What follows belongs to an exercise in optimizing a design on an open flow for small area and few clock cycles per item; a production flow would make more cautious choices. In this exercise RTL edits were held to simulation tests only and were not proved equivalent to the original. No driver is modelled on the clock port, so clocking that relies on it looks cheaper here than on a real chip. Power figures rest on the tool's default switching activity, not on a simulated workload.

// accore_df
module accore_df (
    input  wire        clk,
    input  wire        rst,           
    input  wire        cmd_valid,
    input  wire [31:0] cmd_data,
    output wire        cmd_ready,
    input  wire [2:0]  reg_addr,
    output reg  [31:0] reg_rdata,
    output wire        tx_valid,
    output wire        tx_kind,       
    output wire [23:0] tx_dur,
    input  wire        tx_ready,
    output wire        fault_o
);
    localparam [23:0] REF_MARK      = 24'd465;
    localparam [23:0] REF_HDR_MARK  = 24'd3500;
    localparam [23:0] REF_LONG      = 24'd1275;
    localparam [23:0] REF_SHORT     = 24'd417;
    localparam [23:0] REF_HDR_SPACE = 24'd1715;
    localparam [23:0] REF_SEP       = 24'd9935;
    localparam [63:0]  TEMPLATE_A = {8'h06, 8'h00, 8'h00, 8'h00, 8'h04, 8'hE0, 8'h20, 8'h02};
    localparam [151:0] TEMPLATE_B = {120'd0, 8'h04, 8'hE0, 8'h20, 8'h02};
    localparam [215:0] TEMPLATE_W = {TEMPLATE_B, TEMPLATE_A};
    localparam [31:0] CONFIG = 32'h0040_9841;
    localparam [4:0] WB_MODE  = 5'd13;   
  ...
For scale: roughly 4000 cells after synthesis, roughly 99 I/O pins.
Settings: LEC_CHECK=0, CAP_MARGIN=20, CORE_MARGIN=2, CORE_UTILIZATION=55, CTS_BUF_LIST=sky130_fd_sc_hd__clkbuf_8, CTS_CLUSTER_DIAMETER=50, CTS_CLUSTER_SIZE=20, GPL_ROUTABILITY_DRIVEN=1, GPL_TIMING_DRIVEN=0, PLACE_DENSITY=0.7, SLEW_MARGIN=20; clock period 16.0 ns.
standard.sh (not shown) runs the stock make flow with config.mk's settings and CLKGATE_MAP_FILE= SYNTH_SCRIPT=/design/flow/synth_recipe.tcl, a recipe that flattens the netlist after the stock synthesis.
==> flow/flow/run.sh <==
#!/bin/bash
# The standard layout (standard.sh: unchanged synthesis and steps) with
# settings passed to the ORFS scripts through their environment variables:
# - the buffers ABC put in the netlist are removed at floorplan (placement
#   is not timing driven, so global placement does not remove them);
# - buffer_ports puts the smallest buffer cell on every input and output port;
# - clock_tree_synthesis builds the tree without dummy loads.
# The whole make output goes to standard.log in this folder.
set -o pipefail
export REMOVE_ABC_BUFFERS=1
export BUFFER_PORTS_ARGS="-buffer_cell sky130_fd_sc_hd__buf_1"
export CTS_ARGS="-sink_clustering_enable -repair_clock_nets -buf_list sky130_fd_sc_hd__clkbuf_8 -sink_clustering_size 20 -sink_clustering_max_diameter 50 -dont_use_dummy_load"
bash standard.sh > standard.log 2>&1
Testbench counts at the start, summed over its fixed seeds: cycles 54,568, commands 31,224.
Edit:
--- a/flow/design.v
+++ b/flow/design.v
@@ -689,64 +689,39 @@
             wire sel = wr_any && (wr_u == gn);
             for (gj = 0; gj < 8; gj = gj + 1) begin : g_wbit
                 wire wd = TEMPLATE_W[8*gn + gj] ? wd1[gj] : wd0[gj];
                 reg  q;
                 always @(posedge clk)
                     if (nf || sel)
                         q <= wd;
                 assign w[8*gn + gj] = q;
             end
         end
     endgenerate
-    wire res_ld = commit && !(st_getr || st_setr);
-    wire res_sd = commit && st_setr;
-    wire res_sh = (eng == E_SETRX) || (eng == E_GETR && !st_first);
-    always @(posedge clk) begin
-        if (rst)
-            res <= 32'd0;
-        else if (res_ld)
-            res <= n_res;
-        else if (res_sd)
-            res <= cmd_data;
-        else if (res_sh)
-            res <= {((eng == E_GETR) ? g_chunk : 8'd0), res[31:8]};
-    end
-    always @(posedge clk) begin
-        if (rst || (commit && do_capstart)) begin
-            fcode   <= 4'd0;
-            fpos_ev <= 1'b0;
-        end else if (exec_en && !discard && fault && fcode == 4'd0) begin
-            fcode   <= fault_code;
-            fpos_ev <= is_event;
-        end
-    end
-    wire ev_inc = exec_en && !discard && is_event && !(commit && do_capstart);
-    always @(posedge clk) begin
-        if (rst || (commit && do_capstart))
-            evcnt <= 32'd0;
-        else if (ev_inc)
-            evcnt <= evcnt + 32'd1;
-    end
     always @(posedge clk) begin
         if (rst) begin
             eng     <= E_IDLE;
             ph      <= 5'd0;
             sync    <= S_AWAIT_HEADER;
             act     <= 1'b0;
             pend    <= 1'b0;
             pmark   <= 1'b0;
             cnt     <= 8'd0;
             q_head  <= 3'd0;
             qlen    <= 3'd0;
             wv_a    <= 1'b0;
             wv_b    <= 1'b0;
+            evcnt   <= 32'd0;
+            fcode   <= 4'd0;
+            fpos_ev <= 1'b0;
+            res     <= 32'd0;
         end else begin
             ph <= (ph == 5'd26) ? 5'd0 : (ph + 5'd1);
             case (eng)
             E_EMIT: begin
                 if (tx_ready) begin
                     e_kind <= !e_kind;
                     if (e_kind) begin
                         case (e_st)
                         2'd0: begin
                             e_st  <= 2'd1;
                             o_idx <= 8'd0;
@@ -766,44 +741,56 @@
             end
             E_POP: begin
                 o_idx <= o_idx + 8'd1;
                 if (o_idx == 8'd26) eng <= E_IDLE;
             end
             E_TEMP: eng <= E_IDLE;
             E_GETR, E_SETRX: begin
                 ecnt  <= ecnt + 3'd1;
                 o_idx <= o_idx + 8'd8;
                 if (eng == E_SETRX || !st_first) o_len <= len_dec;
                 xs    <= (eng == E_GETR) ? rbyte : res[7:0];
+                if (eng == E_SETRX || !st_first)
+                    res <= {((eng == E_GETR) ? g_chunk : 8'd0), res[31:8]};
                 if (ecnt == 3'd4) eng <= E_IDLE;
             end
             default: begin    
                 if (accept && !exec_en) begin
                     o_f   <= cmd_data[25:24];
                     o_idx <= cmd_data[23:16];
                     o_len <= cmd_data[13:8];
                     o_fc  <= fault ? fault_code : 4'd0;
                     eng   <= E_SETR;
                 end else if (exec_en) begin
                     eng <= E_IDLE;
                     if (discard) begin
                     end else if (fault) begin
+                        if (is_event) evcnt <= evcnt + 32'd1;
+                        if (fcode == 4'd0) begin
+                            fcode   <= fault_code;
+                            fpos_ev <= is_event;
+                        end
                     end else begin
+                        if (is_event) evcnt <= evcnt + 32'd1;
                         sync   <= n_sync;
                         act    <= n_act;
                         pend   <= n_pend;
                         pmark  <= n_pmark;
                         cnt    <= n_cnt;
                         wv_a   <= n_wv_a;
                         wv_b   <= n_wv_b;
+                        if (!(st_getr || st_setr)) res <= n_res;
                         if (do_capstart) begin
+                            evcnt   <= 32'd0;
+                            fcode   <= 4'd0;
+                            fpos_ev <= 1'b0;
                             q_head  <= 3'd0;
                             qlen    <= 3'd0;
                         end
                         if (do_push) begin
                             q_pb[q_tail] <= push_pb;
                             qlen <= qlen + 3'd1;
                         end
                         if (do_pop) begin
                             o_idx  <= 8'd0;
                             p_slot <= q_head;
                             q_head <= q_next;
@@ -822,22 +809,23 @@
                         end
                         if (st_getr || st_setr) begin
                             eng   <= st_getr ? E_GETR : E_SETRX;
                             ecnt  <= 3'd0;
                             if (st_getr) begin
                                 o_f   <= fsel;
                                 o_idx <= idx;
                                 o_len <= len;
                             end else
                                 o_len <= o_len + {3'd0, o_idx[2:0]};
                             xs    <= 8'd0;
+                            if (st_setr) res <= cmd_data;
                         end
                     end
                 end
             end
             endcase
         end
     end
     always @(posedge clk) begin
         if (commit && do_pop)
             ck_s <= 8'd0;
         else if (nf)
After rerunning: The new run finished with timing, DRC and antenna clean; clock skew goes down by 0.0086 ns; utilization rises by 0.31 points; die area grows slightly; power stays flat; cell area came out higher slightly; clock power is about the same.
Testbench counts after the change, summed over its fixed seeds: cycles 54,568, commands 31,224.

## what the ideal ports hide
The flow's constraints put no driver on any port. The routed layouts listed below were extracted and timed again, unchanged, in two steps. Step 1: set_driving_cell puts a clkbuf_16 on clk and a buf_2 on each other input, an assumption about the parent block. Step 2 also shifts input and output timing later by t, the mid clock arrival at the registers, as if the neighbouring blocks saw the same clock. a / b / c = ideal / step 1 / step 2; a / b = the first two.
run	t (ns)	slack for setup (ns)	cell pins on the clock port's net
the first run	0.785	3.724 / 3.701 / 3.701	1
the second run	0.804	3.726 / 3.646 / 3.427	1
After both steps every run listed still meets setup and hold. The setup slack of the second run, which loses most, moves by -0.080 ns with the drivers and by -0.299 ns with both steps.
